What follows belongs to an exercise in optimizing a design on an open flow for small area, a short achievable clock period and few clock cycles; a production flow would make more cautious choices.
Function was checked by simulation only, so behaviour that the tests miss may differ from the original.
Power and IR drop assume default switching activity.

**flow/config.mk**
```make
export PLATFORM = sky130hd
export DESIGN_NAME = ieee488_engine
export DESIGN_NICKNAME = ieee488_engine
export VERILOG_FILES = /design/flow/design.v
export SDC_FILE = /design/flow/constraint.sdc
export NUM_CORES = 4
export LEC_CHECK = 0
export CAP_MARGIN = 20
export CORE_MARGIN = 2
export CORE_UTILIZATION = 40
export CTS_BUF_LIST = sky130_fd_sc_hd__clkbuf_8
export CTS_CLUSTER_DIAMETER = 60
export CTS_CLUSTER_SIZE = 12
export SETUP_SLACK_MARGIN = 2.6
export SLEW_MARGIN = 20
export SYNTH_HIERARCHICAL = 1
export SYNTH_MINIMUM_KEEP_SIZE = 0
```
**flow/constraint.sdc**
```tcl
create_clock -name core_clock -period 5.0 [get_ports {clk}]
set_input_delay 1.0000 -clock core_clock [delete_from_list [all_inputs] [get_ports {clk}]]
set_output_delay 1.0000 -clock core_clock [all_outputs]
set_load 0.01 [all_outputs]
```
**flow/design.v**
```verilog
module ieee488_engine (
    input  wire       clk,
    input  wire       rst,           
    input  wire [4:0] cfg_address,   
    input  wire       atn_in,
    input  wire       dav_in,
    input  wire       ndac_in,
    input  wire       nrfd_in,
    input  wire       eoi_in,
    input  wire       ifc_in,
    input  wire [7:0] data_in,
    output reg        dav_drv,
    output reg        eoi_drv,
    output reg        ndac_drv,
    output reg        nrfd_drv,
    output wire [7:0] data_out,
    output wire       data_talk,     
    output wire       ctrl_talk,     
    output wire       ext_req,
    output wire [3:0] ext_op,
    output wire [3:0] ext_sa,
    output wire [7:0] ext_wdata,
    input  wire       ext_ack,
    input  wire       ext_ok,
    input  wire [7:0] ext_rdata,
    input  wire       ext_last,
    input  wire       ext_eoi,
    output wire [5:0] cmd_len,
    input  wire [4:0] cmd_raddr,
    output wire [7:0] cmd_rdata
);
    localparam CMD_BUF_SIZE = 32;
    localparam [4:0] S_IDLE = 5'h00,    
                     S_CW   = 5'h01,    
                     S_RXD  = 5'h02,    
                     S_LW   = 5'h03,    
                     S_RXL  = 5'h04,    
                     S_WAL  = 5'h05,    
                     S_WAO  = 5'h06,    
                     S_WAT  = 5'h07,    
                     S_TXW  = 5'h08,    
                     S_TXD  = 5'h09,    
                     S_TXV  = 5'h0A,    
                     S_FW   = 5'h10,    
                     S_ST   = 5'h11,    
                     S_FR   = 5'h12,    
                     S_FE   = 5'h13,    
                     S_ADV  = 5'h14,    
                     S_RF   = 5'h15,    
                     S_DOS  = 5'h16,    
                     S_FO   = 5'h17,    
                     S_CLO  = 5'h18,    
                     S_FREE = 5'h19;    
    localparam [1:0] M_CMD    = 2'd0,
                     M_DATA   = 2'd1,
                     M_IGNORE = 2'd2;
    reg [4:0] state;
    reg [4:0] device_address;
    reg       listen_active;
    reg       talk_active;
    reg       command_received;
    reg       open_active;
    reg [3:0] open_sa;
    reg [5:0] command_length;
    reg [7:0] command_buffer [0:CMD_BUF_SIZE-1];
    reg       atn_received;
    reg       ifc_received;
    reg       atn_prev;
    reg [7:0] v;             
    reg       eoi;           
    reg [3:0] sa;            
    reg [1:0] mode;
    reg       last;
    reg       talk_drv;      
    assign ext_req   = state[4];
    assign ext_op    = state[3:0];
    assign ext_sa    = sa;
    assign ext_wdata = v;
    assign data_out  = v;
    assign data_talk = talk_drv;
    assign ctrl_talk = talk_drv;
    assign cmd_len   = command_length;
    wire [1:0] ra_lo_n;
    wire [2:0] ra_hi_n;
    ieee488_rd_inv u_ilo0 (.a(cmd_raddr[0]), .y(ra_lo_n[0]));
    ieee488_rd_inv u_ilo1 (.a(cmd_raddr[1]), .y(ra_lo_n[1]));
    ieee488_rd_inv u_ihi0 (.a(cmd_raddr[2]), .y(ra_hi_n[0]));
    ieee488_rd_inv u_ihi1 (.a(cmd_raddr[3]), .y(ra_hi_n[1]));
    ieee488_rd_inv u_ihi2 (.a(cmd_raddr[4]), .y(ra_hi_n[2]));
    wire [3:0] rd_lo [0:3];
    wire [7:0] rd_hi;
    genvar gb, gg, gk;
    generate
        for (gb = 0; gb < 4; gb = gb + 1) begin : g_lo
            ieee488_rd_nor2 u_l0 (.a(cmd_raddr[1]), .b(cmd_raddr[0]), .y(rd_lo[gb][0]));
            ieee488_rd_nor2 u_l1 (.a(cmd_raddr[1]), .b(ra_lo_n[0]),   .y(rd_lo[gb][1]));
            ieee488_rd_nor2 u_l2 (.a(ra_lo_n[1]),   .b(cmd_raddr[0]), .y(rd_lo[gb][2]));
            ieee488_rd_nor2 u_l3 (.a(ra_lo_n[1]),   .b(ra_lo_n[0]),   .y(rd_lo[gb][3]));
        end
        for (gg = 0; gg < 8; gg = gg + 1) begin : g_hi
            ieee488_rd_nor3 u_h (
                .a(gg[2] ? ra_hi_n[2] : cmd_raddr[4]),
                .b(gg[1] ? ra_hi_n[1] : cmd_raddr[3]),
                .c(gg[0] ? ra_hi_n[0] : cmd_raddr[2]),
                .y(rd_hi[gg]));
        end
        for (gb = 0; gb < 8; gb = gb + 1) begin : g_rd
            wire [3:0] lo = rd_lo[gb / 2];
            wire [7:0] grp;
            wire [3:0] pair_n;
            for (gg = 0; gg < 8; gg = gg + 1) begin : g_grp
                wire [3:0] t;
                for (gk = 0; gk < 4; gk = gk + 1) begin : g_w
                    ieee488_rd_nand2 u_t (.a(command_buffer[4*gg+gk][gb]),
                                          .b(lo[gk]), .y(t[gk]));
                end
                ieee488_rd_nand4 u_n (.a(t[0]), .b(t[1]), .c(t[2]), .d(t[3]),
                                      .y(grp[gg]));
            end
            for (gk = 0; gk < 4; gk = gk + 1) begin : g_pair
                ieee488_rd_aoi22 u_p (
                    .a(grp[2*gk]),   .b(rd_hi[2*gk]),
                    .c(grp[2*gk+1]), .d(rd_hi[2*gk+1]), .y(pair_n[gk]));
            end
            ieee488_rd_nand4 u_o (.a(pair_n[0]), .b(pair_n[1]), .c(pair_n[2]),
                                  .d(pair_n[3]), .y(cmd_rdata[gb]));
        end
    endgenerate
    wire atn_event = atn_prev & ~atn_in;
    wire ifc_now   = ifc_received | ~ifc_in;           
    wire abort_any = atn_received | ifc_now;           
    wire [2:0] cb_class = v[7:5];
    wire       is_unlisten = (v == 8'h3F);
    wire       is_untalk   = (v == 8'h5F);
    wire       is_listen   = (cb_class == 3'b001) & ~is_unlisten;
    wire       is_talk     = (cb_class == 3'b010) & ~is_untalk;
    wire       is_second   = (v[7:4] == 4'h6);
    wire       is_close    = (v[7:4] == 4'hE);
    wire       is_open     = (v[7:4] == 4'hF);
    wire       addr_match  = (v[4:0] == device_address);
    wire tx_ready = ~ndac_in & nrfd_in;      
    wire tx_taken = ~nrfd_in & ndac_in;      
    reg wr_pend;
    always @(posedge clk) begin
        if (wr_pend)
            command_buffer[command_length[4:0]] <= v;
    end
    reg disp;    
    always @(posedge clk) begin
        disp = 1'b0;
        atn_prev <= atn_in;
        wr_pend  <= 1'b0;
        if (rst) begin
            state            <= S_IDLE;
            device_address   <= cfg_address;
            listen_active    <= 1'b0;
            talk_active      <= 1'b0;
            command_received <= 1'b0;
            open_active      <= 1'b0;
            command_length   <= 6'd0;
            atn_received     <= 1'b0;
            ifc_received     <= 1'b0;
            dav_drv          <= 1'b0;
            eoi_drv          <= 1'b0;
            ndac_drv         <= 1'b0;
            nrfd_drv         <= 1'b0;
            talk_drv         <= 1'b0;
        end else begin
            if (~ifc_in)
                ifc_received <= 1'b1;
            if (wr_pend)
                command_length <= command_length + 6'd1;
            case (state)
                S_IDLE: disp = 1'b1;
                S_CW: begin
                    if (abort_any) begin
                        disp = 1'b1;
                    end else if (atn_in) begin
                        ndac_drv <= 1'b0;
                        nrfd_drv <= 1'b0;
                        state    <= S_IDLE;
                    end else if (~dav_in && ~nrfd_drv) begin
                        v        <= data_in;
                        nrfd_drv <= 1'b1;
                        ndac_drv <= 1'b0;
                        state    <= S_RXD;
                    end else begin
                        nrfd_drv <= 1'b0;
                        ndac_drv <= 1'b1;
                    end
                end
                S_RXD: begin
                    if (abort_any) begin
                        disp = 1'b1;
                    end else if (dav_in) begin
                        ndac_drv <= 1'b1;
                        sa    <= v[3:0];
                        state <= S_CW;
                        if (is_unlisten) begin
                            listen_active <= 1'b0;
                            if (command_received) begin
                                if (open_active && open_sa != 4'd15) begin
                                    sa    <= open_sa;
                                    state <= S_FO;
                                end else begin
                                    state <= S_DOS;
                                end
                            end else begin
                                command_length <= 6'd0;
                                open_active    <= 1'b0;
                            end
                        end else if (is_untalk) begin
                            talk_active <= 1'b0;
                        end else if (is_listen) begin
                            if (addr_match) begin
                                listen_active <= 1'b1;
                                talk_active   <= 1'b0;
                            end
                        end else if (is_talk) begin
                            if (addr_match) begin
                                talk_active   <= 1'b1;
                                listen_active <= 1'b0;
                            end
                        end else if (is_second) begin
                            if (listen_active) begin
                                if (!atn_in) begin
                                    state <= S_WAL;
                                end else if (v[3:0] == 4'd15) begin
                                    mode  <= M_CMD;
                                    state <= S_LW;
                                end else begin
                                    state <= S_FW;
                                end
                            end else if (talk_active) begin
                                state <= atn_in ? S_FR : S_WAT;
                            end
                        end else if (is_close) begin
                            if (listen_active)
                                state <= (v[3:0] == 4'd15) ? S_FREE : S_CLO;
                        end else if (is_open) begin
                            if (listen_active) begin
                                if (!atn_in) begin
                                    state <= S_WAO;
                                end else begin
                                    open_active <= 1'b1;
                                    open_sa     <= v[3:0];
                                    mode        <= M_CMD;
                                    state       <= S_LW;
                                end
                            end
                        end
                    end
                end
                S_DOS, S_FO: begin
                    if (ext_ack) begin
                        command_length   <= 6'd0;
                        command_received <= 1'b0;
                        open_active      <= 1'b0;
                        nrfd_drv         <= 1'b0;
                        state            <= S_CW;
                    end
                end
                S_CLO: begin
                    if (ext_ack) begin
                        nrfd_drv <= 1'b0;
                        state    <= S_CW;
                    end
                end
                S_FREE: begin
                    if (ext_ack) begin
                        if (listen_active) begin
                            nrfd_drv <= 1'b0;
                            state    <= S_CW;
                        end else begin
                            device_address <= cfg_address;
                            dav_drv  <= 1'b0;
                            eoi_drv  <= 1'b0;
                            ndac_drv <= 1'b0;
                            nrfd_drv <= 1'b0;
                            talk_drv <= 1'b0;
                            if (ifc_in)
                                ifc_received <= 1'b0;
                            state    <= S_IDLE;
                        end
                    end
                end
                S_WAL, S_WAO, S_WAT: begin
                    if (ifc_now) begin
                        disp = 1'b1;
                    end else if (atn_in) begin
                        if (state == S_WAT) begin
                            state <= S_FR;
                        end else if (state == S_WAO || sa == 4'd15) begin
                            if (state == S_WAO) begin
                                open_active <= 1'b1;
                                open_sa     <= sa;
                            end
                            mode     <= M_CMD;
                            nrfd_drv <= 1'b0;
                            state    <= S_LW;
                        end else begin
                            state <= S_FW;
                        end
                    end
                end
                S_FW: begin
                    if (ext_ack) begin
                        mode     <= ext_ok ? M_DATA : M_IGNORE;
                        nrfd_drv <= 1'b0;
                        state    <= S_LW;
                    end
                end
                S_LW: begin
                    if (abort_any) begin
                        disp = 1'b1;
                    end else if (~dav_in && ~nrfd_drv) begin
                        v        <= data_in;
                        nrfd_drv <= 1'b1;
                        ndac_drv <= 1'b0;
                        state    <= S_RXL;
                    end else begin
                        nrfd_drv <= 1'b0;
                        ndac_drv <= 1'b1;
                    end
                end
                S_RXL: begin
                    if (abort_any) begin
                        disp = 1'b1;
                    end else if (dav_in) begin
                        ndac_drv <= 1'b1;
                        state    <= S_LW;
                        case (mode)
                            M_CMD: begin
                                command_received <= 1'b1;
                                wr_pend          <= !command_length[5];
                            end
                            M_DATA: state <= S_ST;
                            default: ;
                        endcase
                    end
                end
                S_ST: begin
                    if (ext_ack) begin
                        if (!ext_ok) mode <= M_IGNORE;
                        nrfd_drv <= 1'b0;
                        state    <= S_LW;
                    end
                end
                S_FR: begin
                    if (ext_ack) begin
                        if (abort_any) begin
                            disp = 1'b1;
                        end else if (ext_ok) begin
                            ndac_drv <= 1'b0;
                            nrfd_drv <= 1'b0;
                            talk_drv <= 1'b1;
                            state    <= S_FE;
                        end else begin
                            ndac_drv <= 1'b0;
                            nrfd_drv <= 1'b0;
                            state    <= S_IDLE;
                        end
                    end
                end
                S_FE: begin
                    if (ext_ack) begin
                        v    <= ext_rdata;
                        last <= ext_last;
                        eoi  <= ext_last & ext_eoi;
                        if (abort_any) begin
                            talk_drv <= 1'b0;
                            disp = 1'b1;
                        end else if (tx_ready) begin
                            eoi_drv <= ext_last & ext_eoi;
                            state   <= S_TXD;
                        end else begin
                            state   <= S_TXW;
                        end
                    end
                end
                S_TXW: begin
                    if (abort_any) begin
                        talk_drv <= 1'b0;
                        disp = 1'b1;
                    end else if (tx_ready) begin
                        eoi_drv <= eoi;
                        state   <= S_TXD;
                    end
                end
                S_TXD: begin
                    if (abort_any) begin
                        eoi_drv  <= 1'b0;
                        talk_drv <= 1'b0;
                        disp = 1'b1;
                    end else begin
                        dav_drv <= 1'b1;
                        state   <= S_TXV;
                    end
                end
                S_TXV: begin
                    if (abort_any) begin
                        dav_drv  <= 1'b0;
                        eoi_drv  <= 1'b0;
                        talk_drv <= 1'b0;
                        disp = 1'b1;
                    end else if (tx_taken) begin
                        dav_drv <= 1'b0;
                        eoi_drv <= 1'b0;
                        if (!last) begin
                            state <= S_ADV;
                        end else if (eoi) begin
                            talk_drv <= 1'b0;
                            state    <= S_IDLE;
                        end else begin
                            state <= S_RF;
                        end
                    end
                end
                S_ADV: if (ext_ack) state <= S_FE;
                S_RF: begin
                    if (ext_ack) begin
                        if (ext_ok) begin
                            state <= S_FE;
                        end else begin
                            talk_drv <= 1'b0;
                            state    <= S_IDLE;
                        end
                    end
                end
                default: state <= S_IDLE;
            endcase
            if (disp) begin
                if (ifc_now) begin
                    listen_active    <= 1'b0;
                    talk_active      <= 1'b0;
                    command_received <= 1'b0;
                    open_active      <= 1'b0;
                    command_length   <= 6'd0;
                    sa               <= 4'd15;
                    state            <= S_FREE;
                end else if (atn_received) begin
                    atn_received <= 1'b0;
                    nrfd_drv     <= 1'b0;
                    ndac_drv     <= 1'b1;
                    state        <= S_CW;
                end else begin
                    state <= S_IDLE;
                end
            end
            if (atn_event) begin
                atn_received <= 1'b1;
                dav_drv      <= 1'b0;
                eoi_drv      <= 1'b0;
                talk_drv     <= 1'b0;
                ndac_drv     <= 1'b1;
                nrfd_drv     <= 1'b1;
            end
        end
    end
endmodule
module ieee488_rd_inv (input wire a, output wire y);
    assign y = ~a;
endmodule
module ieee488_rd_nor2 (input wire a, input wire b, output wire y);
    assign y = ~(a | b);
endmodule
module ieee488_rd_nor3 (input wire a, input wire b, input wire c, output wire y);
    assign y = ~(a | b | c);
endmodule
module ieee488_rd_nand2 (input wire a, input wire b, output wire y);
    assign y = ~(a & b);
endmodule
module ieee488_rd_nand4 (input wire a, input wire b, input wire c, input wire d,
                         output wire y);
    assign y = ~(a & b & c & d);
endmodule
module ieee488_rd_aoi22 (input wire a, input wire b, input wire c, input wire d,
                         output wire y);
    assign y = ~((a & b) | (c & d));
endmodule
```
**flow/run.sh**
```bash
#!/bin/bash
# synth_recipe.tcl (not shown) runs the flow's synth.tcl, then flattens the netlist and writes it again
# the make line also repeats each setting of config.mk as NAME=value (left out here)
make -C /OpenROAD-flow-scripts/flow DESIGN_CONFIG=/design/flow/config.mk WORK_HOME=/design/flow/orfs CLKGATE_MAP_FILE= SYNTH_SCRIPT=/design/flow/synth_recipe.tcl finish
```
==> impl_metrics.json, run 1 <==
{
  "dp_cells": 1668,
  "vdd_ir_drop_max_mv": 0.215,
  "layoutNonFillerInstCount": 1805,
  "grt_max_degree": 30,
  "netlist_area_mm2": 0.0135,
  "synth_area_per_cell_um2": 12.0,
  "maxCapViolCount": 0,
  "power_mw": 5.72,
  "syn_nets": 1165,
  "viasPerCell": 5.50,
  "critPathArrivalTime_ps": 2370,
  "max_freq_ghz": 0.296,
  "clock_skew_ps": 23.0,
  "via_count": 9936,
  "ys_ff_latch": 305,
  "die_w_um": 187,
  "htree_num_levels": 1,
  "clkTransAtPathRegs_ps": 80,
  "report.final.slew_viol_count": 0,
  "dr.pass1.iters": 5,
  "wl_mm": 40.4,
  "ys_seq_area_share_pct": 66.3,
  "nets": 1374,
  "cts_buffer_depth": 3,
  "gp_congestion": 0.865,
  "finalSetupTns_ps": 0,
  "grt_pass1_wl_mm": 59.2,
  "wl_per_cell_um": 22.4,
  "critPathCaptureType": "output pin",
  "yosysWarnings": 7,
  "critical_path.max_stage_delay_ps": 390,
  "ant_nets": 0,
  "powerDensity_mw_per_mm2": 334,
  "rsz0062_at_grt": "true",
  "slew_headroom_pct": 34.8,
  "stdcell_area_mm2": 0.0171,
  "period_share_pct": 67.5,
  "setup_violations": 0,
  "worstSetupPathType": "input pin to output pin",
  "clk-insertion-delay-late_ps": 600,
  "coreArea_mm2": 0.0334,
  "cts.sinks": 305,
  "synthArstFlopShare_pct": 0,
  "crit_slowest_cell": "a22oi_2",
  "p_leak_nw": 5.98,
  "fin_ws_ps": 1630,
  "cp-start-kind": "input pin",
  "area_delta_synth_final_pct": 27.3,
  "grt.overflow.total": 0,
  "dp_hpwl_mm": 23.9,
  "drive_gt1_share_pct": 25.1,
  "path_cells": "buf_12 > inv_8 > buf_8 > nor2_2 > buf_6 > nand2_2 > nand4_1 > a22oi_2 > nand4_1 > buf_2",
  "cts_tree": "done",
  "cp.required_ps": 4000,
  "portBuffers": 81,
  "post-place-ws_ps": 560,
  "fin_crit_ps": 3370,
  "antenna_found_initial": 1,
  "start_util_pct": 40.3,
  "dpl_cell_area_mm2": 0.0151,
  "num_rows": 67,
  "cp_common_cell": "nand4_1",
  "finalHoldViolations": 0,
  "grt_usage_pct": 22.4,
  "dieArea_mm2": 0.0351,
  "hold-worst-slack_ps": 492,
  "ys.flop_type": "edfxtp_1",
  "fp.dieH_um": 187,
  "hold_path_class": "register to register",
  "detail_route.drc_violations": 0,
  "outcome": "no timing/DRC/antenna violations",
  "tightest_slew_ps": 974,
  "yosysUniqueCellTypes": 73,
  "cts-root-buf": "clkbuf_8",
  "antenna_cells": 0,
  "grt_pass1_vias": 9491,
  "synth_cells": 1123,
  "ios": 83,
  "final_util_pct": 51.3,
  "synth_edf_count": 281,
  "drtIter0Drc": 1060,
  "cts_inserted_buffers": 31,
  "path_max_fanout": 8
}
==> cells in the mapped netlist (5+ instances only) <==
cell type | instances | area share [%]
and2_1 | 5 | 0.23
mux2i_1 | 5 | 0.37
buf_4 | 11 | 0.61
nand3b_1 | 5 | 0.28
o21ai_0 | 27 | 1.0
mux2_2 | 13 | 1.1
a211oi_1 | 5 | 0.28
dfxtp_1 | 24 | 3.6
nand3_1 | 23 | 0.86
xnor2_1 | 9 | 0.59
and3_1 | 7 | 0.33
buf_2 | 8 | 0.30
nor3_2 | 8 | 0.60
nand2_1 | 303 | 8.5
nor3_1 | 25 | 0.93
nand2b_1 | 10 | 0.46
nand4_1 | 84 | 3.9
clkbuf_1 | 18 | 0.50
a21oi_1 | 32 | 1.2
inv_1 | 16 | 0.45
a22oi_2 | 32 | 3.0
o22ai_1 | 5 | 0.23
nor2b_1 | 11 | 0.51
edfxtp_1 | 281 | 63
nor2_1 | 70 | 2.0
==> logic make-up (layout without fill, tap and decap cells) <==
family,after synthesis,after routing,share of synthesized area [%]
flip-flops,305,305,66.3
XOR/XNOR,11,11,0.716
buffers and inverters,59,293,2.28
AO/OA/AOI/OAI,143,143,8.45
adder cells (fa/ha/maj),4,4,0.372
AND/OR/NAND/NOR,583,583,20.4
multiplexers,18,18,1.46
==> flip-flops by register name, summed over array words and instances (netlist names), 2 cells and up <==
| register | count |
|---|---|
| sa | 4 |
| command_length | 6 |
| device_address | 5 |
| state | 5 |
| v | 8 |
| open_sa | 4 |
| command_buffer | 256 |
| mode | 2 |
==> metal layers <==
layer  vias to the layer above  wire length [µm]  track usage [%]
met3                        73              3370             4.69
met4                         0              1570             8.36
li1                       4614                 -                -
met2                       420             19000             36.3
met5                         -                 0                0
met1                      4829             16400             29.9
==> final timing paths <==
path,cells after the start,slack (ps),from,endpoint
min,2,490,command_received,command_received
min reg2reg,2,490,command_received,command_received
max reg2reg,5,2720,state[2],v[1]
max,10,1630,cmd_raddr[0],cmd_rdata[7]
==> power breakdown <==
group	switching [mW]	total [mW]	leakage (nW)	internal (mW)
logic	0.717	1.30	2.88	0.583
registers	0.0397	2.83	2.72	2.79
clock network	0.871	1.59	0.381	0.720
==> worst max-delay path, delay by kind of cell <==
family | cells | cell delay [ps]
AO/OA/AOI/OAI | 1 | 390
buffers and inverters | 5 | 620
AND/OR/NAND/NOR | 4 | 360
==> layout by cell type (no fill, tap or decap), types with 5 or more instances in the layout <==
cell type / synthesis / final
a211oi_1: 5 / 5
a21oi_1: 32 / 31
a22oi_2: 32 / 32
and2_1: 5 / 5
and3_1: 7 / 7
buf_12: 0 / 17
buf_2: 8 / 18
buf_4: 11 / 82
buf_6: 3 / 21
buf_8: 1 / 11
bufbuf_16: 0 / 11
clkbuf_8: 0 / 33
clkdlybuf4s15_2: 0 / 5
clkdlybuf4s50_1: 0 / 27
dfxtp_1: 24 / 14
dfxtp_4: 0 / 8
dlygate4sd2_1: 0 / 18
edfxtp_1: 281 / 281
inv_1: 16 / 30
mux2_2: 13 / 13
mux2i_1: 5 / 5
nand2_1: 303 / 284
nand2_2: 0 / 17
nand2b_1: 10 / 10
nand3_1: 23 / 21
nand3b_1: 5 / 5
nand4_1: 84 / 84
nor2_1: 70 / 51
nor2_2: 0 / 8
nor2_4: 0 / 11
nor2b_1: 11 / 9
nor3_1: 25 / 22
nor3_2: 8 / 10
o21ai_0: 27 / 26
o22ai_1: 5 / 5
xnor2_1: 9 / 9
==> Yosys stat by module (local to each module, per instance) <==
module,times used,flip-flops and latches,cells
ieee488_rd_nor2,16,0,1
ieee488_rd_nor3,8,0,1
ieee488_rd_inv,5,0,1
ieee488_rd_nand2,256,0,1
ieee488_rd_nand4,72,0,1
ieee488_engine,1,305,734
ieee488_rd_aoi22,32,0,1
==> final cells by class <==
type                    count  area (µm²)
clock buffers              33         454
clock inverters            25         164
fillers                  2982       16200
inverters                  17        92.6
multi-input cells         759        4500
flip-flops and latches    305        8950
well taps                 448         561
repair buffers            218        2410
==> repair_timing <==
item / in CTS / in global routing
endpoints found under the setup margin: 102 / 70
resized for setup: 269 / 47
buffers inserted: 50 / 15
hold buffers: 0 / 0
cloned: 11 / 3
pin swaps: 32 / 31
Testbench counts, summed over its fixed seeds: cycles 28,704.
==> run 2, diff against run 1 <==
--- a/flow/config.mk
+++ b/flow/config.mk
@@ -11,7 +11,7 @@
 export CTS_BUF_LIST = sky130_fd_sc_hd__clkbuf_8
 export CTS_CLUSTER_DIAMETER = 60
 export CTS_CLUSTER_SIZE = 12
-export SETUP_SLACK_MARGIN = 2.6
+export SETUP_SLACK_MARGIN = 2.0
 export SLEW_MARGIN = 20
 export SYNTH_HIERARCHICAL = 1
 export SYNTH_MINIMUM_KEEP_SIZE = 0
==> run 2 against run 1 <==
Effect of this change: still clean; clock power is 11% lower; worst setup slack better by 62 ps; clock-buffer cell count is 2 lower; register-to-register slack worse by 310 ps; sequential share of layout area is 3.7 points higher; synthesized cell count stayed put; largest power group unchanged; highest routed layer unchanged.
==> impl_metrics.json, run 2 <==
{
  "slew_headroom_pct": 32.9,
  "grt_max_degree": 49,
  "report.final.slew_viol_count": 0,
  "dieArea_mm2": 0.0351,
  "drtIter0Drc": 921,
  "clk-insertion-delay-late_ps": 610,
  "synth_cells": 1123,
  "pwr-share-comb_pct": 20.0,
  "ant_nets": 0,
  "setup_violations": 0,
  "clkPwrFrac_pct": 26.9,
  "num_rows": 67,
  "ys.flop_type": "edfxtp_1",
  "powerDensity_mw_per_mm2": 331,
  "sequentialPowerShare_pct": 53.1,
  "final_cell_mix": "nand2_1, edfxtp_1, nand4_1",
  "synth_area_per_cell_um2": 12.0,
  "cts_tree": "done",
  "grt.overflow.total": 0,
  "cts_buffer_depth": 3,
  "antenna_cells": 0,
  "vdd_ir_drop_max_mv": 0.227,
  "synth_edf_count": 281,
  "yosysUniqueCellTypes": 73,
  "grt_pass1_wl_mm": 56.9,
  "dp_hpwl_mm": 24.0,
  "grt_pass1_vias": 9252,
  "p_leak_nw": 5.28,
  "nets": 1321,
  "multi_input_area_mm2": 0.00432,
  "synth_common_cells": "nand2_1, edfxtp_1, nand4_1, nor2_1",
  "stdcell_area_mm2": 0.0159,
  "path_max_fanout": 7,
  "cp.required_ps": 4000,
  "regArea_mm2": 0.00892,
  "detail_route.drc_violations": 0,
  "start_util_pct": 40.3,
  "hold-worst-slack_ps": 483,
  "rsz0062_at_grt": "true",
  "worstSetupPathType": "input pin to output pin",
  "area_delta_synth_final_pct": 18.5,
  "ys_top_cells_by_area": "edfxtp_1, nand2_1, nand4_1",
  "critPathArrivalTime_ps": 2310,
  "dpl_cell_area_mm2": 0.0150,
  "finalSetupTns_ps": 0,
  "drive_gt1_share_pct": 17.4,
  "critical_path.max_stage_delay_ps": 300,
  "hold_path_class": "register to register",
  "outcome": "no timing/DRC/antenna violations",
  "path_cells": "buf_12 > inv_12 > nor2_4 > buf_8 > nand2_2 > nand4_1 > a22oi_2 > nand4_1 > buf_2",
  "syn_nets": 1165,
  "p_int_mw": 3.77,
  "tightest_slew_ps": 1000,
  "clock_skew_ps": 25.6,
  "cts_inserted_buffers": 31,
  "synth_most_common_cell": "nand2_1",
  "ios": 83,
  "fin_crit_ps": 3310,
  "grt_usage_pct": 21.3,
  "cp-start-kind": "input pin",
  "fp.dieH_um": 187,
  "wl_mm": 37.8,
  "portBuffers": 81,
  "antenna_found_initial": 1,
  "cts-root-buf": "clkbuf_8",
  "cp_common_cell": "nand4_1",
  "final_util_pct": 47.8,
  "fill_cells": 3065,
  "synthArstFlopShare_pct": 0,
  "yosysWarnings": 7,
  "wl_per_cell_um": 21.7,
  "crit_slowest_cell": "a22oi_2",
  "sw_frac_of_total_pct": 28.5,
  "ys_seq_area_share_pct": 66.3,
  "cts.sinks": 305,
  "dr.pass1.iters": 6,
  "largest_reg_flops": 256,
  "power_switching_mw": 1.50,
  "via_count": 9676,
  "max_freq_ghz": 0.302,
  "finalHoldViolations": 0,
  "period_share_pct": 66.2,
  "final_common_cell": "nand2_1",
  "viasPerCell": 5.56,
  "netlist_area_mm2": 0.0135,
  "coreArea_mm2": 0.0334,
  "maxCapViolCount": 0,
  "gp_congestion": 0.857,
  "synth_top_cell_area_share_pct": 62.7,
  "yosysTopAreaCell": "edfxtp_1",
  "clkTransAtPathRegs_ps": 80,
  "die_w_um": 187,
  "critPathCaptureType": "output pin",
  "htree_num_levels": 1,
  "ys_ff_latch": 305
}
## run 2: cell counts after synthesis
Identical to the previous run, type by type.
## run 2: critical path: cells and delay by family
family,cells,cell delay [ps]
AOI/OAI and AO/OA,1,300
and+or+nand+nor,4,450
buffers and inverters,4,530
## run 2: layout make-up
cell class,instances,area share (%)
inverters,17,0.557
flip-flops and latches,305,55.9
multi-input cells,759,27.1
well taps,448,3.51
clock buffers,31,2.68
repair buffers,165,9.70
clock inverters,16,0.518
## run 2: final timing paths
kind | startpoint | endpoint | slack, ps | depth (start not counted)
worst max-delay path | cmd_raddr[0] | cmd_rdata[7] | 1690 | 9
worst max register to register | state[2] | state[0] | 2410 | 7
worst min register to register | command_received | command_received | 480 | 2
worst min-delay path | command_received | command_received | 480 | 2
## run 2: Yosys stat by module, one instance, submodules excluded
| module | times used | cells inside | cell area (µm²) | flops+latches |
|---|---|---|---|---|
| ieee488_rd_nor2 | 16 | 1 | 3.75 | 0 |
| ieee488_rd_nand2 | 256 | 1 | 3.75 | 0 |
| ieee488_engine | 1 | 734 | 11500 | 305 |
| ieee488_rd_aoi22 | 32 | 1 | 12.5 | 0 |
| ieee488_rd_nand4 | 72 | 1 | 6.26 | 0 |
| ieee488_rd_inv | 5 | 1 | 3.75 | 0 |
| ieee488_rd_nor3 | 8 | 1 | 10.0 | 0 |
## run 2: cells by family after synthesis
kind of cell | synth area share [%]
xor gates and xnor gates | 0.716
buffers and inverters | 2.28
AOI/OAI and AO/OA | 8.45
and+or+nand+nor | 20.4
muxes | 1.46
adders and majority gates | 0.372
DFF | 66.3
## run 2: metal layers
metal	GRT usage (%)	share of wire, %
met1	29.4	42
met2	34.9	47
met3	3.40	7.8
met4	6.39	2.9
met5	0	0
## run 2: power by group through the flow
stage,logic (mW),clock network (mW),registers (mW)
after floorplan,0.677,0,2.88
after detailed placement,1.00,0,2.86
after global routing,1.15,1.55,2.80
after global placement,0.993,0,2.86
final,1.06,1.42,2.80
after CTS,1.03,1.45,2.80
## run 2: what timing repair did
| action | 4_1_cts | 5_1_grt |
|---|---|---|
| hold buffers | 0 | 0 |
| resized for setup | 108 | 16 |
| pin swaps | 37 | 11 |
| buffers inserted | 18 | 3 |
| setup endpoints to repair | 21 | 18 |
| cloned | 6 | 0 |
## run 2: metrics by stage
stage	setup slack, ps	power, mW	std cells
after floorplan	1910	3.56	1123
after global placement	443	3.85	1667
after detailed placement	379	3.86	1667
after CTS	1690	5.28	1738
after global routing	1620	5.50	1741
final	1690	5.27	1741
==> run 3, diff against run 2 <==
==> flow/flow/run.sh (new file) <==
#!/bin/bash
# The standard layout (the standard.sh: ORFS synthesis to final layout),
# with the port buffers that global placement inserts on every input and
# output made from sky130_fd_sc_hd__buf_1 instead of the cell OpenROAD picks
# by itself; the resizer still upsizes the ones on critical paths.
set -euo pipefail
export BUFFER_PORTS_ARGS="-buffer_cell sky130_fd_sc_hd__buf_1"
bash standard.sh > standard.log 2>&1
==> flow/standard.sh (new file) <==
#!/bin/bash
# synth_recipe.tcl (not shown) runs the flow's synth.tcl, then flattens the netlist and writes it again
# the make line also repeats each setting of config.mk as NAME=value (left out here)
make -C /OpenROAD-flow-scripts/flow DESIGN_CONFIG=/design/flow/config.mk WORK_HOME=/design/flow/orfs CLKGATE_MAP_FILE= SYNTH_SCRIPT=/design/flow/synth_recipe.tcl "${@:-finish}"
removed: flow/run.sh
==> run 3 against run 2 <==
Effect of this change: combinational power is about 10% lower; critical endpoint is now cmd_rdata[1]; largest cell class unchanged; still clean on timing, DRC and antenna; worst setup slack worse by 180 ps; critical path depth is 1 higher; worst hold slack worse by 11 ps; register-to-register slack worse by 160 ps; global-route usage is 0.29 points lower; design area is 2.4% lower; non-clock buffer count is 7 lower; final cell count is 0.29% lower; die area stayed put.
==> impl_metrics.json, run 3 <==
{
  "stdcell_area_mm2": 0.0156,
  "portBuffers": 81,
  "clkTransAtPathRegs_ps": 70,
  "hold_buffers": 0,
  "crit_slowest_cell": "a22oi_2",
  "drtIter0Drc": 892,
  "p_leak_nw": 5.05,
  "rr_endpoint": "state[0]",
  "synth_area_per_cell_um2": 12.0,
  "hold_start": "command_length[5]",
  "wl_per_cell_um": 21.5,
  "setup_violations": 0,
  "rsz0062_at_grt": "true",
  "antenna_found_initial": 0,
  "cp-start-kind": "input pin",
  "critical_path.max_stage_delay_ps": 290,
  "ys_top_cells_by_area": "edfxtp_1, nand2_1, nand4_1",
  "grt_pass1_wl_mm": 56.1,
  "clkPwrFrac_pct": 29.1,
  "powerDensity_mw_per_mm2": 344,
  "hold_path_class": "register to register",
  "yosysTopAreaCell": "edfxtp_1",
  "hold-worst-slack_ps": 472,
  "critPathCaptureType": "output pin",
  "synth_common_cells": "nand2_1, edfxtp_1, nand4_1, nor2_1",
  "layoutNonFillerInstCount": 1736,
  "area_delta_synth_final_pct": 15.7,
  "maxCapViolCount": 0,
  "sw_frac_of_total_pct": 29.0,
  "clock_skew_ps": 30.3,
  "synth_top_cell_area_share_pct": 62.7,
  "dr.pass1.iters": 5,
  "synthArstFlopShare_pct": 0,
  "period_share_pct": 69.8,
  "power_switching_mw": 1.55,
  "grt_pass1_vias": 9347,
  "ff2ff_setup_slack_ps": 2250,
  "synth_top_family_by_area": "simple AND/OR/NAND/NOR gates",
  "synth_most_common_cell": "nand2_1",
  "via_count": 9563,
  "report.final.slew_viol_count": 0,
  "grt_usage_pct": 21.0,
  "vdd_ir_drop_max_mv": 0.200,
  "synth_cells": 1123,
  "ys_seq_area_share_pct": 66.3,
  "ant_nets": 0,
  "ys.flop_type": "edfxtp_1",
  "antenna_cells": 0,
  "min_path_cells": 1,
  "syn_nets": 1165,
  "grt_max_degree": 38,
  "finalSetupTns_ps": 0,
  "ios": 83,
  "nets": 1317,
  "slew_headroom_pct": 33.8,
  "rr_startpoint": "state[0]",
  "critPathArrivalTime_ps": 2490,
  "synth_mux_area_share_pct": 1.46,
  "detail_route.drc_violations": 0,
  "final_cell_mix": "nand2_1, edfxtp_1, nand4_1",
  "path_max_fanout": 12,
  "clk-insertion-delay-late_ps": 560,
  "netlist_area_mm2": 0.0135,
  "cts_inserted_buffers": 34,
  "coreArea_mm2": 0.0334,
  "largest_reg_flops": 256,
  "synth_compound_area_share_pct": 8.45,
  "die_w_um": 187,
  "dpl_cell_area_mm2": 0.0145,
  "worstSetupPathType": "input pin to output pin",
  "hold_end": "wr_pend",
  "synth_xor_area_share_pct": 0.716,
  "cp.required_ps": 4000,
  "outcome": "no timing/DRC/antenna violations",
  "yosysWarnings": 7,
  "synthAdderAreaFrac_pct": 0.372,
  "synthSimpleGateAreaFrac_pct": 20.4,
  "start_util_pct": 40.3,
  "wl_mm": 37.3,
  "pwr-share-comb_pct": 17.7,
  "dieArea_mm2": 0.0351,
  "htree_num_levels": 2,
  "max_freq_ghz": 0.287,
  "cp_common_cell": "nand4_1",
  "dp_cells": 1661,
  "cts.sinks": 305,
  "grt.overflow.total": 0,
  "finalHoldViolations": 0,
  "sequentialPowerShare_pct": 53.2,
  "num_rows": 67,
  "yosysUniqueCellTypes": 73,
  "p_int_mw": 3.81,
  "viasPerCell": 5.51,
  "final_common_cell": "nand2_1",
  "tightest_slew_ps": 989,
  "fp.dieH_um": 187,
  "power_mw": 5.36,
  "cts_buffer_depth": 3,
  "path_cells": "buf_12 > clkinvlp_4 > buf_6 > nor2_4 > buf_8 > nand2_1 > nand4_1 > a22oi_2 > nand4_1 > buf_2",
  "ys_ff_latch": 305,
  "fin_crit_ps": 3490,
  "dp_hpwl_mm": 24.6,
  "synth_edf_count": 281,
  "cts_tree": "done",
  "cts-root-buf": "clkbuf_8",
  "drive_gt1_share_pct": 17.2,
  "gp_congestion": 0.853,
  "ff2ff_path_depth": 7
}
[run 3: cell count changes in the layout (fill, tap and decap cells not counted), sizes merged]
cell	previous run	this run
clkdlybuf4s15	1	0
clkdlybuf4s50	67	0
clkinvlp	1	6
inv	26	23
dlymetal6s2s	1	0
clkinv	6	2
buf	95	156
clkbuf	32	37
[run 3: routing by layer]
metal | wire length [µm] | vias to the layer above | track usage, %
met2 | 17400 | 370 | 34.8
met4 | 1010 | 0 | 6.48
met1 | 16100 | 4661 | 28.5
met5 | 0 | - | 0
met3 | 2760 | 66 | 3.49
li1 | - | 4466 | -
[run 3: repair_timing]
item / CTS / global route
gates resized for setup: 69 / 15
cloned: 1 / 2
pin swaps: 18 / 19
endpoints found under the setup margin: 12 / 28
buffers inserted: 17 / 6
[run 3: worst max path at each step]
stage | startpoint | slack (ps) | endpoint
after CTS | cmd_raddr[1] | 1560 | cmd_rdata[6]
after global routing | cmd_raddr[1] | 1500 | cmd_rdata[6]
after floorplan | cmd_raddr[0] | 1910 | cmd_rdata[0]
after global placement | cmd_raddr[0] | 1090 | cmd_rdata[4]
after detailed placement | cmd_raddr[0] | 1030 | cmd_rdata[4]
final | cmd_raddr[0] | 1510 | cmd_rdata[1]
[run 3: logic make-up (layout without fill, tap and decap cells)]
group	Yosys count	count (layout)
XOR/XNOR	11	11
multiplexers	18	18
AND/OR/NAND/NOR	583	583
flip-flops	305	305
adder cells (fa/ha/maj)	4	4
AO/OA/AOI/OAI	143	143
buffers and inverters	59	224
[run 3: Yosys stat by module (local to each module, per instance)]
module | copies in the design | area (µm²) | cells
ieee488_rd_nor2 | 16 | 3.75 | 1
ieee488_engine | 1 | 11500 | 734
ieee488_rd_nor3 | 8 | 10.0 | 1
ieee488_rd_inv | 5 | 3.75 | 1
ieee488_rd_aoi22 | 32 | 12.5 | 1
ieee488_rd_nand2 | 256 | 3.75 | 1
ieee488_rd_nand4 | 72 | 6.26 | 1
[run 3: critical path, delay by kind of cell]
family / cells / cell delay, ps
AND/OR/NAND/NOR: 4 / 490
AO/OA/AOI/OAI: 1 / 290
buffers and inverters: 5 / 710
[run 3: metrics by stage]
stage                     util (%)  setup slack [ps]
after floorplan                  -              1910
after global placement        43.4              1090
after detailed placement      43.4              1030
after CTS                     46.3              1560
after global routing          46.7              1500
final                         46.7              1510
[run 3: power groups by stage]
stage	clock network, mW	registers, mW	logic [mW]
after detailed placement	0	2.91	0.888
after CTS	1.59	2.85	0.926
after floorplan	0	2.88	0.677
final	1.56	2.85	0.949
after global routing	1.67	2.86	1.04
after global placement	0	2.91	0.884
[run 3: cell type report]
class / instances / area [µm²]
tap: 448 / 561
inverter: 17 / 71.3
timing repair buffer: 158 / 1080
clock buffer: 35 / 482
sequential: 305 / 8920
clock inverter: 14 / 93.8
multi-input combinational: 759 / 4360
fill: 3109 / 17800
==> run 4, diff against run 3 <==
--- a/flow/config.mk
+++ b/flow/config.mk
@@ -7,7 +7,7 @@
 export LEC_CHECK = 0
 export CAP_MARGIN = 20
 export CORE_MARGIN = 2
-export CORE_UTILIZATION = 40
+export CORE_UTILIZATION = 55
 export CTS_BUF_LIST = sky130_fd_sc_hd__clkbuf_8
 export CTS_CLUSTER_DIAMETER = 60
 export CTS_CLUSTER_SIZE = 12
==> run 4 against run 3 <==
Effect of this change: first-iteration DRC count down 21%; sequential power about the same; synthesized area unchanged; via count up 1.5%; design area down 0.16%; critical path type unchanged; highest routed layer unchanged.
==> impl_metrics.json, run 4 <==
{
  "outcome": "no timing/DRC/antenna violations",
  "cp-startpoint": "cmd_raddr[1]",
  "power_mw": 5.30,
  "coreArea_mm2": 0.0242,
  "setup_violations": 0,
  "cp-start-kind": "input pin",
  "ys.flop_type": "edfxtp_1",
  "ys_seq_area_share_pct": 66.3,
  "ys_ff_latch": 305,
  "vdd_ir_drop_max_mv": 0.269,
  "cp.required_ps": 4000,
  "dr.pass1.iters": 6,
  "critPathArrivalTime_ps": 2510,
  "wl_mm": 37.0,
  "finalSetupTns_ps": 0,
  "drive_gt1_share_pct": 17.7,
  "grt_max_degree": 48,
  "largest_reg_flops": 256,
  "dieArea_mm2": 0.0257,
  "clock_skew_ps": 17.5,
  "synth_cells": 1123,
  "ff2ff_path_depth": 7,
  "synth_area_per_cell_um2": 12.0,
  "detail_route.drc_violations": 0,
  "viasPerCell": 5.97,
  "report.final.slew_viol_count": 0,
  "rr_endpoint": "command_length[3]",
  "critPathCaptureType": "output pin",
  "fp.dieH_um": 160,
  "hold_buffers": 0,
  "num_rows": 57,
  "dp_cells": 1539,
  "cts-root-buf": "clkbuf_8",
  "finalHoldViolations": 0,
  "start_util_pct": 55.7,
  "clk-insertion-delay-late_ps": 600,
  "final_cell_mix": "nand2_1, edfxtp_1, nand4_1",
  "ys_top_cells_by_area": "edfxtp_1, nand2_1, nand4_1",
  "synth_edf_count": 281,
  "grt_pass1_vias": 9318,
  "synth_top_cell_area_share_pct": 62.7,
  "grt_pass1_wl_mm": 55.6,
  "ff2ff_setup_slack_ps": 2140,
  "layoutNonFillerInstCount": 1627,
  "hold_path_class": "register to register",
  "maxCapViolCount": 0,
  "fin_crit_ps": 3510,
  "ant_nets": 0,
  "ios": 83,
  "p_leak_nw": 5.17,
  "fill_cells": 1897,
  "gp_congestion": 0.953,
  "clkTransAtPathRegs_ps": 80,
  "period_share_pct": 70.2,
  "setup.worst_path.end": "cmd_rdata[6]",
  "drtIter0Drc": 704,
  "wl_per_cell_um": 22.8,
  "cts_tree": "done",
  "antenna_cells": 0,
  "grt_usage_pct": 28.7,
  "multi_input_area_mm2": 0.00439,
  "cts_buffer_depth": 3,
  "rr_startpoint": "state[0]",
  "netlist_area_mm2": 0.0135,
  "via_count": 9707,
  "worstSetupPathType": "input pin to output pin",
  "slew_headroom_pct": 33.1,
  "synth_common_cells": "nand2_1, edfxtp_1, nand4_1, nor2_1",
  "yosysWarnings": 7,
  "final_util_pct": 64.3,
  "area_delta_synth_final_pct": 15.5,
  "htree_num_levels": 1,
  "syn_nets": 1165,
  "synth_most_common_cell": "nand2_1",
  "rsz0062_at_grt": "true",
  "die_w_um": 160,
  "grt.overflow.total": 0,
  "cts_inserted_buffers": 31,
  "portBuffers": 81,
  "max_freq_ghz": 0.285,
  "powerDensity_mw_per_mm2": 341,
  "nets": 1321,
  "yosysTopAreaCell": "edfxtp_1",
  "cts.sinks": 305,
  "tightest_slew_ps": 1000,
  "antenna_found_initial": 0,
  "final_common_cell": "nand2_1",
  "yosysUniqueCellTypes": 73,
  "path_max_fanout": 8,
  "dp_hpwl_mm": 24.5,
  "regArea_mm2": 0.00892,
  "hold-worst-slack_ps": 494,
  "synthArstFlopShare_pct": 0
}
[run 4: layout make-up]
| class | instances | area share (%) |
|---|---|---|
| Timing Repair Buffer | 165 | 7.64 |
| Clock buffer | 31 | 2.75 |
| Tap cell | 324 | 2.61 |
| Inverter | 17 | 0.483 |
| Sequential cell | 305 | 57.4 |
| Clock inverter | 26 | 0.910 |
| Multi-Input combinational cell | 759 | 28.2 |
[run 4: power breakdown]
part           internal (mW)  switching, mW
Clock                  0.636          0.851
Sequential              2.79         0.0483
Combinational          0.370          0.611
[run 4: worst min path at each step]
stage	slack (ps)	startpoint	end	cells after the start
detailed placement	480	command_received	command_received	2
global placement	470	command_received	command_received	2
CTS	490	command_received	command_received	2
floorplan	450	command_received	command_received	2
global route	530	command_received	command_received	2
finish	490	command_received	command_received	2
[run 4: layer usage]
layer,vias up,share of wire (%),routed length [µm],GRT usage (%)
met5,-,0,0,0
met2,419,49,18000,48.4
li1,4487,-,-,-
met3,98,6.9,2550,4.00
met1,4703,40,14700,37.2
met4,0,4.9,1810,13.2
[run 4: what timing repair did]
item                       CTS  global route
setup endpoints to repair   11            10
pin swaps                   31            15
setup buffers               27             3
gates resized for setup     79            12
[run 4: critical path, cell delays in order]
cell	delay, ps
buf_12	110
clkinvlp_4	200
buf_6	130
nor2_2	40
buf_6	150
nand2_2	50
nand4_1	120
a22oi_2	380
nand4_1	150
buf_2	160
[run 4: logic make-up (layout without fill, tap and decap cells)]
| logic type | after synthesis | in the layout | share of synthesized area [%] |
|---|---|---|---|
| buf+inv | 59 | 239 | 2.28 |
| simple gates | 583 | 583 | 20.4 |
| fa+ha+maj | 4 | 4 | 0.372 |
| flops | 305 | 305 | 66.3 |
| compound gates | 143 | 143 | 8.45 |
| mux | 18 | 18 | 1.46 |
| xor+xnor | 11 | 11 | 0.716 |
[run 4: modules after synthesis, one instance, submodules excluded]
| module | cell area (µm²) | flops+latches |
|---|---|---|
| ieee488_engine | 11500 | 305 |
| ieee488_rd_aoi22 | 12.5 | 0 |
| ieee488_rd_inv | 3.75 | 0 |
| ieee488_rd_nand2 | 3.75 | 0 |
| ieee488_rd_nand4 | 6.26 | 0 |
| ieee488_rd_nor2 | 3.75 | 0 |
| ieee488_rd_nor3 | 10.0 | 0 |
[run 4: stage by stage]
stage | worst slack [ps] | instance area, µm²
6_report | 1490 | 15500
5_1_grt | 1450 | 15500
4_1_cts | 1560 | 15500
3_5_place_dp | 875 | 14300
3_3_place_gp | 932 | 14300
2_1_floorplan | 1910 | 13500
==> run 5, diff against run 4 <==
--- a/flow/config.mk
+++ b/flow/config.mk
@@ -7,10 +7,10 @@
 export LEC_CHECK = 0
 export CAP_MARGIN = 20
 export CORE_MARGIN = 2
-export CORE_UTILIZATION = 55
-export CTS_BUF_LIST = sky130_fd_sc_hd__clkbuf_8
-export CTS_CLUSTER_DIAMETER = 60
-export CTS_CLUSTER_SIZE = 12
+export CORE_UTILIZATION = 40
+export CTS_BUF_LIST = sky130_fd_sc_hd__clkbuf_4
+export CTS_CLUSTER_DIAMETER = 50
+export CTS_CLUSTER_SIZE = 10
 export SETUP_SLACK_MARGIN = 2.0
 export SLEW_MARGIN = 20
 export SYNTH_HIERARCHICAL = 1
==> run 5 against run 4 <==
Effect of this change: critical endpoint is now cmd_rdata[1]; still clean; clock power fell by 14%; sequential power barely moved; synthesized area did not move; clock skew rose by 62 ps.
==> impl_metrics.json, run 5 <==
{
  "path_cells": "buf_12 > clkinvlp_4 > buf_4 > nor2_4 > buf_6 > nand2_1 > nand4_1 > a22oi_2 > nand4_1 > clkbuf_2",
  "ys_ff_latch": 305,
  "hold_path_class": "register to register",
  "antenna_found_initial": 1,
  "dr.pass1.iters": 5,
  "max_freq_ghz": 0.289,
  "finalSetupTns_ps": 0,
  "fin_crit_ps": 3460,
  "maxCapViolCount": 0,
  "wl_met1_mm": 16.2,
  "die_w_um": 187,
  "final_cell_mix": "nand2_1, edfxtp_1, nand4_1",
  "critical_path.max_stage_delay_ps": 280,
  "synth_common_cells": "nand2_1, edfxtp_1, nand4_1, nor2_1",
  "dieArea_mm2": 0.0351,
  "report.final.slew_viol_count": 0,
  "cts_inserted_buffers": 38,
  "worstSetupPathType": "input pin to output pin",
  "vdd_ir_drop_max_mv": 0.161,
  "fin_ws_ps": 1540,
  "ant_nets": 0,
  "detail_route.drc_violations": 0,
  "clock_skew_ps": 80.0,
  "cp_common_cell": "nand4_1",
  "post-place-ws_ps": 1030,
  "portBuffers": 81,
  "cp-start-kind": "input pin",
  "synth_cells": 1123,
  "grt.overflow.total": 0,
  "gp_congestion": 0.853,
  "drive_gt1_share_pct": 17.6,
  "dp_hpwl_mm": 24.6,
  "largest_reg_flops": 256,
  "period_share_pct": 69.3,
  "htree_num_levels": 2,
  "cts-root-buf": "clkbuf_4",
  "start_util_pct": 40.3,
  "crit_slowest_cell": "a22oi_2",
  "cts_tree": "done",
  "synth_edf_count": 281,
  "area_delta_synth_final_pct": 14.0,
  "drtIter0Drc": 870,
  "wl_per_cell_um": 21.4,
  "nets": 1319,
  "grt_pass1_wl_mm": 56.0,
  "ios": 83,
  "tightest_slew_ps": 978,
  "cts.sinks": 305,
  "final_common_cell": "nand2_1",
  "yosysTopAreaCell": "edfxtp_1",
  "finalHoldViolations": 0,
  "critPathArrivalTime_ps": 2460,
  "cts_buffer_depth": 3,
  "outcome": "no timing/DRC/antenna violations",
  "grt_pass1_vias": 9385,
  "synthArstFlopShare_pct": 0,
  "syn_nets": 1165,
  "yosysWarnings": 7,
  "path_max_fanout": 12,
  "grt_max_degree": 38,
  "highest_layer": "met4",
  "stdcell_area_mm2": 0.0153,
  "wl_mm": 37.2,
  "setup_violations": 0,
  "synth_top_cell_area_share_pct": 62.7,
  "cp.required_ps": 4000,
  "p_leak_nw": 4.97,
  "slew_headroom_pct": 34.5,
  "powerDensity_mw_per_mm2": 331,
  "critPathCaptureType": "output pin",
  "synth_most_common_cell": "nand2_1",
  "dpl_cell_area_mm2": 0.0145,
  "fill_cells": 3142,
  "viasPerCell": 5.53,
  "ys_top_cells_by_area": "edfxtp_1, nand2_1, nand4_1",
  "synth_area_per_cell_um2": 12.0,
  "met2_length_mm": 17.4,
  "clk-insertion-delay-late_ps": 690,
  "ys.flop_type": "edfxtp_1",
  "yosysUniqueCellTypes": 73,
  "coreArea_mm2": 0.0334,
  "fp.dieH_um": 187,
  "num_rows": 67,
  "ys_seq_area_share_pct": 66.3,
  "grt_usage_pct": 21.0,
  "clkTransAtPathRegs_ps": 120,
  "hold_buffers": 0,
  "via_count": 9625,
  "rsz0062_at_grt": "true",
  "dr_wl_met3_mm": 2.61,
  "netlist_area_mm2": 0.0135
}
-- run 5: kinds of logic after synthesis --
group | after synthesis | share of synthesized area, %
compound gates | 143 | 8.45
xor+xnor | 11 | 0.716
fa+ha+maj | 4 | 0.372
buf+inv | 59 | 2.28
flops | 305 | 66.3
mux | 18 | 1.46
simple gates | 583 | 20.4
-- run 5: per-module statistics from Yosys, one instance, submodules excluded --
module            cells  cell area, µm²  flops+latches
ieee488_engine      734           11500            305
ieee488_rd_aoi22      1            12.5              0
ieee488_rd_inv        1            3.75              0
ieee488_rd_nand2      1            3.75              0
ieee488_rd_nand4      1            6.26              0
ieee488_rd_nor2       1            3.75              0
ieee488_rd_nor3       1            10.0              0
-- run 5: critical path: cells and delay by family --
family / cells / cell delay (ps)
buffers and inverters: 5 / 690
AND/OR/NAND/NOR: 4 / 470
AO/OA/AOI/OAI: 1 / 280
-- run 5: path summary, 6_finish.rpt --
path / start / end / slack (ps) / depth (start not counted)
worst max-delay path: cmd_raddr[1] / cmd_rdata[1] / 1540 / 10
worst min register to register: command_length[5] / wr_pend / 490 / 1
worst min-delay path: command_length[5] / wr_pend / 490 / 1
worst max register to register: state[0] / state[0] / 2200 / 7
-- run 5: final cells by class --
| class | instances | area, µm² | area share (%) |
|---|---|---|---|
| Multi-Input combinational cell | 759 | 4360 | 28.4 |
| Clock buffer | 48 | 360 | 2.35 |
| Sequential cell | 305 | 8920 | 58.2 |
| Tap cell | 448 | 561 | 3.65 |
| Timing Repair Buffer | 156 | 1020 | 6.62 |
| Antenna cell | 1 | 2.50 | 0.0163 |
| Inverter | 17 | 71.3 | 0.465 |
| Clock inverter | 8 | 46.3 | 0.302 |
-- run 5: metrics by stage --
stage / util [%] / std cells / total power, mW / hold slack (ps)
CTS: 45.8 / 1736 / 5.10 / 422
floorplan: - / 1123 / 3.56 / 450
detailed placement: 43.4 / 1661 / 3.80 / 462
global route: 46.0 / 1742 / 5.31 / 442
global placement: 43.4 / 1661 / 3.80 / 463
finish: 46.0 / 1742 / 5.08 / 487
-- run 5: timing repair --
item                                   CTS  global route
buffers inserted                        18             5
cloned                                   1             0
setup endpoints to repair               14            33
endpoints found under the hold margin    0             0
pin swaps                               18            15
gates resized for setup                 69             9
-- run 5: per-layer routing --
layer  vias to the layer above  GRT usage [%]
met1                      4698           28.4
met3                        71           3.81
met2                       360           34.5
met5                         -              0
li1                       4496              -
met4                         0           6.97
-- run 5: report_power, final --
| group | internal [mW] | switching (mW) |
|---|---|---|
| sequential | 2.79 | 0.0660 |
| combinational | 0.354 | 0.591 |
| clock | 0.453 | 0.831 |
| total | 3.59 | 1.49 |
==> run 6, diff against run 5 <==
==> flow/flow/run.sh (replaced) <==
#!/bin/bash
# The standard layout (the standard.sh: ORFS synthesis to final layout),
# with two changes to how the layout is made:
#  - the port buffers that global placement inserts on every input and output
#    are sky130_fd_sc_hd__buf_1 rather than the cell OpenROAD picks by itself
#    (the resizer still upsizes the ones on critical paths);
#  - clock tree synthesis builds the tree from clkbuf_4 with small sink
#    clusters and adds no dummy loads.
set -euo pipefail
export BUFFER_PORTS_ARGS="-buffer_cell sky130_fd_sc_hd__buf_1"
export CTS_ARGS="-sink_clustering_enable -repair_clock_nets -sink_clustering_size 10 -sink_clustering_max_diameter 50 -buf_list sky130_fd_sc_hd__clkbuf_4 -dont_use_dummy_load"
bash standard.sh > standard.log 2>&1
--- a/flow/config.mk
+++ b/flow/config.mk
@@ -8,9 +8,6 @@
 export CAP_MARGIN = 20
 export CORE_MARGIN = 2
 export CORE_UTILIZATION = 40
-export CTS_BUF_LIST = sky130_fd_sc_hd__clkbuf_4
-export CTS_CLUSTER_DIAMETER = 50
-export CTS_CLUSTER_SIZE = 10
 export SETUP_SLACK_MARGIN = 2.0
 export SLEW_MARGIN = 20
 export SYNTH_HIERARCHICAL = 1
==> run 6 against run 5 <==
Effect of this change: still clean; clock skew rose by 42 ps; critical path depth did not move; die area did not move; power fell by 3.2%; final cell count fell by 1.1%; global-route usage fell by 0.053 points; first-iteration DRC count rose by 6.4%; critical endpoint is now cmd_rdata[6].
==> impl_metrics.json, run 6 <==
{
  "rr_startpoint": "state[0]",
  "ant_nets": 0,
  "grt_pass1_wl_mm": 55.9,
  "yosysTopAreaCell": "edfxtp_1",
  "rr_endpoint": "state[0]",
  "ios": 83,
  "antenna_found_initial": 1,
  "coreArea_mm2": 0.0334,
  "grt_usage_pct": 21.0,
  "largest_reg_flops": 256,
  "synth_edf_count": 281,
  "ys_ff_latch": 305,
  "ys.flop_type": "edfxtp_1",
  "dieArea_mm2": 0.0351,
  "cp_top_family": "buffers and inverters",
  "critPathArrivalTime_ps": 2490,
  "grt_pass1_vias": 9360,
  "cts-root-buf": "clkbuf_4",
  "p_leak_nw": 4.88,
  "cts_buffer_depth": 3,
  "synth_common_cells": "nand2_1, edfxtp_1, nand4_1, nor2_1",
  "drive_gt1_share_pct": 16.5,
  "clock_skew_ps": 122,
  "synth_most_common_cell": "nand2_1",
  "period_share_pct": 69.8,
  "power_mw": 4.92,
  "rsz0062_at_grt": "true",
  "dr.pass1.iters": 5,
  "clkTransAtPathRegs_ps": 110,
  "start_util_pct": 40.3,
  "synth_cells": 1123,
  "slew_headroom_pct": 32.0,
  "path_cells": "buf_12 > clkinvlp_4 > buf_6 > nor2_4 > buf_6 > nand2_2 > nand4_1 > a22oi_2 > nand4_1 > buf_2",
  "maxCapViolCount": 0,
  "critPathCaptureType": "output pin",
  "tightest_slew_ps": 1020,
  "fin_crit_ps": 3490,
  "detail_route.drc_violations": 0,
  "die_w_um": 187,
  "met2_usage_pct": 34.5,
  "path_buf_inv": 5,
  "hold-worst-slack_ps": 476,
  "stdcell_area_mm2": 0.0152,
  "htree_num_levels": 2,
  "path_max_fanout": 6,
  "clk-insertion-delay-late_ps": 690,
  "yosysUniqueCellTypes": 73,
  "synth_top_cell_area_share_pct": 62.7,
  "hold_start": "command_length[5]",
  "portBuffers": 81,
  "outcome": "no timing/DRC/antenna violations",
  "via_count": 9632,
  "busiest_layer": "met2",
  "yosysWarnings": 7,
  "synth_area_per_cell_um2": 12.0,
  "min_path_cells": 1,
  "crit_slowest_cell": "a22oi_2",
  "gp_congestion": 0.853,
  "cp-startpoint": "cmd_raddr[1]",
  "report.final.slew_viol_count": 0,
  "fill_cells": 3146,
  "dp_hpwl_mm": 24.6,
  "netlist_area_mm2": 0.0135,
  "layoutNonFillerInstCount": 1722,
  "syn_nets": 1165,
  "num_rows": 67,
  "drtIter0Drc": 926,
  "grt_max_degree": 38,
  "cts.sinks": 305,
  "hold_path_class": "register to register",
  "critical_path.max_stage_delay_ps": 310,
  "cp-start-kind": "input pin",
  "cts_tree": "done",
  "cp.required_ps": 4000,
  "finalHoldViolations": 0,
  "wl_mm": 37.1,
  "synthArstFlopShare_pct": 0,
  "vdd_ir_drop_max_mv": 0.165,
  "hold_end": "wr_pend",
  "powerDensity_mw_per_mm2": 324,
  "setup_violations": 0,
  "ys_seq_area_share_pct": 66.3,
  "fp.dieH_um": 187,
  "grt.overflow.total": 0,
  "final_cell_mix": "nand2_1, edfxtp_1, nand4_1",
  "use_met1_pct": 28.4,
  "ff2ff_setup_slack_ps": 2210,
  "dp_cells": 1661,
  "cts_inserted_buffers": 38,
  "wl_per_cell_um": 21.5,
  "hold_buffers": 0,
  "area_delta_synth_final_pct": 12.9,
  "finalSetupTns_ps": 0,
  "max_freq_ghz": 0.287,
  "nets": 1317,
  "ff2ff_path_depth": 7,
  "grt_use_met3_pct": 3.68,
  "final_common_cell": "nand2_1",
  "worstSetupPathType": "input pin to output pin",
  "ys_top_cells_by_area": "edfxtp_1, nand2_1, nand4_1",
  "dpl_cell_area_mm2": 0.0145,
  "viasPerCell": 5.59
}
run 6: cells by family after synthesis:
kind of cell | count (synthesis) | share of synthesized area (%)
muxes | 18 | 1.46
AOI/OAI and AO/OA | 143 | 8.45
DFF | 305 | 66.3
adders and majority gates | 4 | 0.372
buffers and inverters | 59 | 2.28
xor gates and xnor gates | 11 | 0.716
and+or+nand+nor | 583 | 20.4
run 6: report_power, final:
group          switching, mW  leakage (nW)  total (mW)  internal (mW)
clock                  0.775         0.175        1.13          0.351
sequential            0.0665          2.72        2.85           2.79
combinational          0.587          1.99       0.941          0.353
total                   1.43          4.88        4.92           3.49
run 6: timing repair:
action | in CTS | in global routing
gates cloned | 1 | 0
endpoints found under the hold margin | 0 | 0
setup buffers | 17 | 4
gates resized for setup | 69 | 9
pin swaps | 18 | 15
setup endpoints to repair | 12 | 32
run 6: routing by layer:
layer / vias to the layer above / wire (µm)
met3: 69 / 2520
met1: 4708 / 16100
met4: 0 / 1030
li1: 4478 / -
met5: - / 0
met2: 377 / 17400
run 6: layout make-up:
cell class | count | area [µm²] | area share [%]
Timing Repair Buffer | 154 | 995 | 6.55
Inverter | 17 | 71.3 | 0.469
Multi-Input combinational cell | 759 | 4360 | 28.7
Clock buffer | 38 | 285 | 1.88
Tap cell | 448 | 561 | 3.69
Sequential cell | 305 | 8920 | 58.7
Antenna cell | 1 | 2.50 | 0.0165
run 6: modules after synthesis, one instance, submodules excluded:
module	times used	flip-flops and latches
ieee488_rd_nand2	256	0
ieee488_rd_nand4	72	0
ieee488_rd_nor3	8	0
ieee488_rd_aoi22	32	0
ieee488_rd_inv	5	0
ieee488_engine	1	305
ieee488_rd_nor2	16	0
run 6: how the worst max path moves through the flow:
stage	end	slack (ps)	cells past startpoint
floorplan	cmd_rdata[0]	1910	6
global placement	cmd_rdata[4]	1090	8
detailed placement	cmd_rdata[4]	1030	8
CTS	cmd_rdata[0]	1560	10
global route	cmd_rdata[6]	1510	10
finish	cmd_rdata[6]	1510	10
run 6: metrics by stage:
step / worst slack [ps] / util [%]
after CTS: 1560 / 45.4
after global routing: 1510 / 45.5
after detailed placement: 1030 / 43.4
final: 1510 / 45.5
after floorplan: 1910 / -
after global placement: 1090 / 43.4
==> run 7, diff against run 6 <==
--- a/flow/config.mk
+++ b/flow/config.mk
@@ -8,6 +8,7 @@
 export CAP_MARGIN = 20
 export CORE_MARGIN = 2
 export CORE_UTILIZATION = 40
+export PLACE_DENSITY = 0.85
 export SETUP_SLACK_MARGIN = 2.0
 export SLEW_MARGIN = 20
 export SYNTH_HIERARCHICAL = 1
==> run 7 against run 6 <==
Effect of this change: power increased by 0.68%; still clean; sequential power decreased by 2%; register-to-register slack improved by 110 ps; critical path depth unchanged; worst setup slack improved by 16 ps; global-route usage increased by 1.2 points; die area unchanged; via count increased by 7.0%.
==> impl_metrics.json, run 7 <==
{
  "busiest_layer": "met2",
  "clkTransAtPathRegs_ps": 90,
  "grt_pass1_wl_mm": 59.1,
  "ys_ff_latch": 305,
  "clock_skew_ps": 113,
  "dp_cells": 1653,
  "coreArea_mm2": 0.0334,
  "cp.required_ps": 4000,
  "drtIter0Drc": 1426,
  "grt_max_degree": 49,
  "yosysWarnings": 7,
  "cp_top_family": "buffers and inverters",
  "finalHoldViolations": 0,
  "powerDensity_mw_per_mm2": 320,
  "slew_headroom_pct": 33.2,
  "path_cells": "buf_12 > clkinvlp_4 > buf_6 > nor2_4 > buf_6 > nand2_2 > nand4_1 > a22oi_2 > nand4_1 > buf_2",
  "final_cell_mix": "nand2_1, edfxtp_1, nand4_1",
  "nets": 1328,
  "synth_area_per_cell_um2": 12.0,
  "period_share_pct": 69.4,
  "ys_top_cells_by_area": "edfxtp_1, nand2_1, nand4_1",
  "syn_nets": 1165,
  "fin_crit_ps": 3470,
  "detail_route.drc_violations": 0,
  "critPathArrivalTime_ps": 2470,
  "ff2ff_setup_slack_ps": 2320,
  "hold_start": "command_received",
  "power_mw": 4.95,
  "cts_buffer_depth": 3,
  "synth_edf_count": 281,
  "wl_per_cell_um": 22.9,
  "dr.pass1.iters": 5,
  "synth_most_common_cell": "nand2_1",
  "use_met1_pct": 27.5,
  "rr_startpoint": "state[2]",
  "hold_end": "command_received",
  "finalSetupTns_ps": 0,
  "start_util_pct": 40.3,
  "min_path_cells": 2,
  "path_buf_inv": 5,
  "max_freq_ghz": 0.288,
  "ant_nets": 0,
  "grt_use_met3_pct": 6.12,
  "hold_buffers": 0,
  "critical_path.max_stage_delay_ps": 360,
  "ff2ff_path_depth": 7,
  "path_max_fanout": 8,
  "synth_cells": 1123,
  "htree_num_levels": 2,
  "grt_usage_pct": 22.2,
  "wl_mm": 39.6,
  "hold_path_class": "register to register",
  "met2_usage_pct": 36.1,
  "report.final.slew_viol_count": 0,
  "largest_reg_flops": 256,
  "worstSetupPathType": "input pin to output pin",
  "crit_slowest_cell": "a22oi_2",
  "synth_top_cell_area_share_pct": 62.7,
  "netlist_area_mm2": 0.0135,
  "ys_seq_area_share_pct": 66.3,
  "cts_inserted_buffers": 39,
  "cts.sinks": 305,
  "ys.flop_type": "edfxtp_1",
  "layoutNonFillerInstCount": 1733,
  "rsz0062_at_grt": "true",
  "dp_hpwl_mm": 23.9,
  "drive_gt1_share_pct": 17.6,
  "cts_tree": "done",
  "outcome": "no timing/DRC/antenna violations",
  "area_delta_synth_final_pct": 14.9,
  "antenna_found_initial": 2
}
run 7: what timing repair did:
item,CTS,global route
hold endpoints to repair,0,0
gates resized for setup,82,10
pin swaps,44,19
cloned,3,0
setup endpoints to repair,17,11
setup buffers,37,0
run 7: tightest hold or removal path, stage by stage (launching register included):
cell and delay (ps):
dfxtp_1 340, nand2_1 60, a21oi_1 50
run 7: final cells by class:
class | instances | area, µm²
fillers | 2920 | 17900
flip-flops and latches | 305 | 8920
multi-input cells | 759 | 4390
repair buffers | 164 | 1220
well taps | 448 | 561
clock buffers | 39 | 293
inverters | 17 | 75.1
diodes | 1 | 2.50
run 7: kinds of logic after synthesis:
| group | Yosys count | share of synthesized area, % |
|---|---|---|
| AOI/OAI and AO/OA | 143 | 8.45 |
| xor gates and xnor gates | 11 | 0.716 |
| adders and majority gates | 4 | 0.372 |
| buffers and inverters | 59 | 2.28 |
| DFF | 305 | 66.3 |
| muxes | 18 | 1.46 |
| and+or+nand+nor | 583 | 20.4 |
run 7: through the flow:
step	util, %	instance area (µm²)	hold slack (ps)	setup WS (ps)
after floorplan	-	13500	450	1910
after global placement	43.2	14400	464	924
after detailed placement	43.2	14400	465	856
after CTS	46.2	15400	482	1640
after global routing	46.3	15500	506	1500
final	46.3	15500	487	1530
run 7: worst max path at each step:
stage	startpoint	end	slack, ps	cells after the start
final	cmd_raddr[1]	cmd_rdata[6]	1530	10
after CTS	cmd_raddr[1]	cmd_rdata[0]	1640	10
after global placement	cmd_raddr[1]	cmd_rdata[6]	920	9
after global routing	cmd_raddr[1]	cmd_rdata[0]	1500	10
after detailed placement	cmd_raddr[1]	cmd_rdata[6]	860	9
after floorplan	cmd_raddr[0]	cmd_rdata[0]	1910	6
run 7: per-module statistics from Yosys, one instance, submodules excluded:
module	flops+latches	area, µm²	cells inside	times used
ieee488_rd_nand4	0	6.26	1	72
ieee488_rd_nor3	0	10.0	1	8
ieee488_rd_nand2	0	3.75	1	256
ieee488_engine	305	11500	734	1
ieee488_rd_nor2	0	3.75	1	16
ieee488_rd_aoi22	0	12.5	1	32
ieee488_rd_inv	0	3.75	1	5
run 7: metal layers:
| layer | share of wire [%] | wire length [µm] |
|---|---|---|
| met1 | 36 | 14200 |
| met2 | 46 | 18300 |
| met3 | 12 | 4810 |
| met4 | 5.7 | 2260 |
| met5 | 0 | 0 |
run 7: power breakdown:
part / switching (mW) / internal (mW)
Clock: 0.766 / 0.360
Combinational: 0.657 / 0.370
Sequential: 0.0142 / 2.79
Total: 1.44 / 3.52

Check on run 7: ideal ports give 1.528 ns setup slack; a clkbuf_16 on the clock port and buf_2 on the inputs give 1.469 ns; moving port delays by the midpoint clock arrival (0.692 ns) as well gives 1.469 ns.
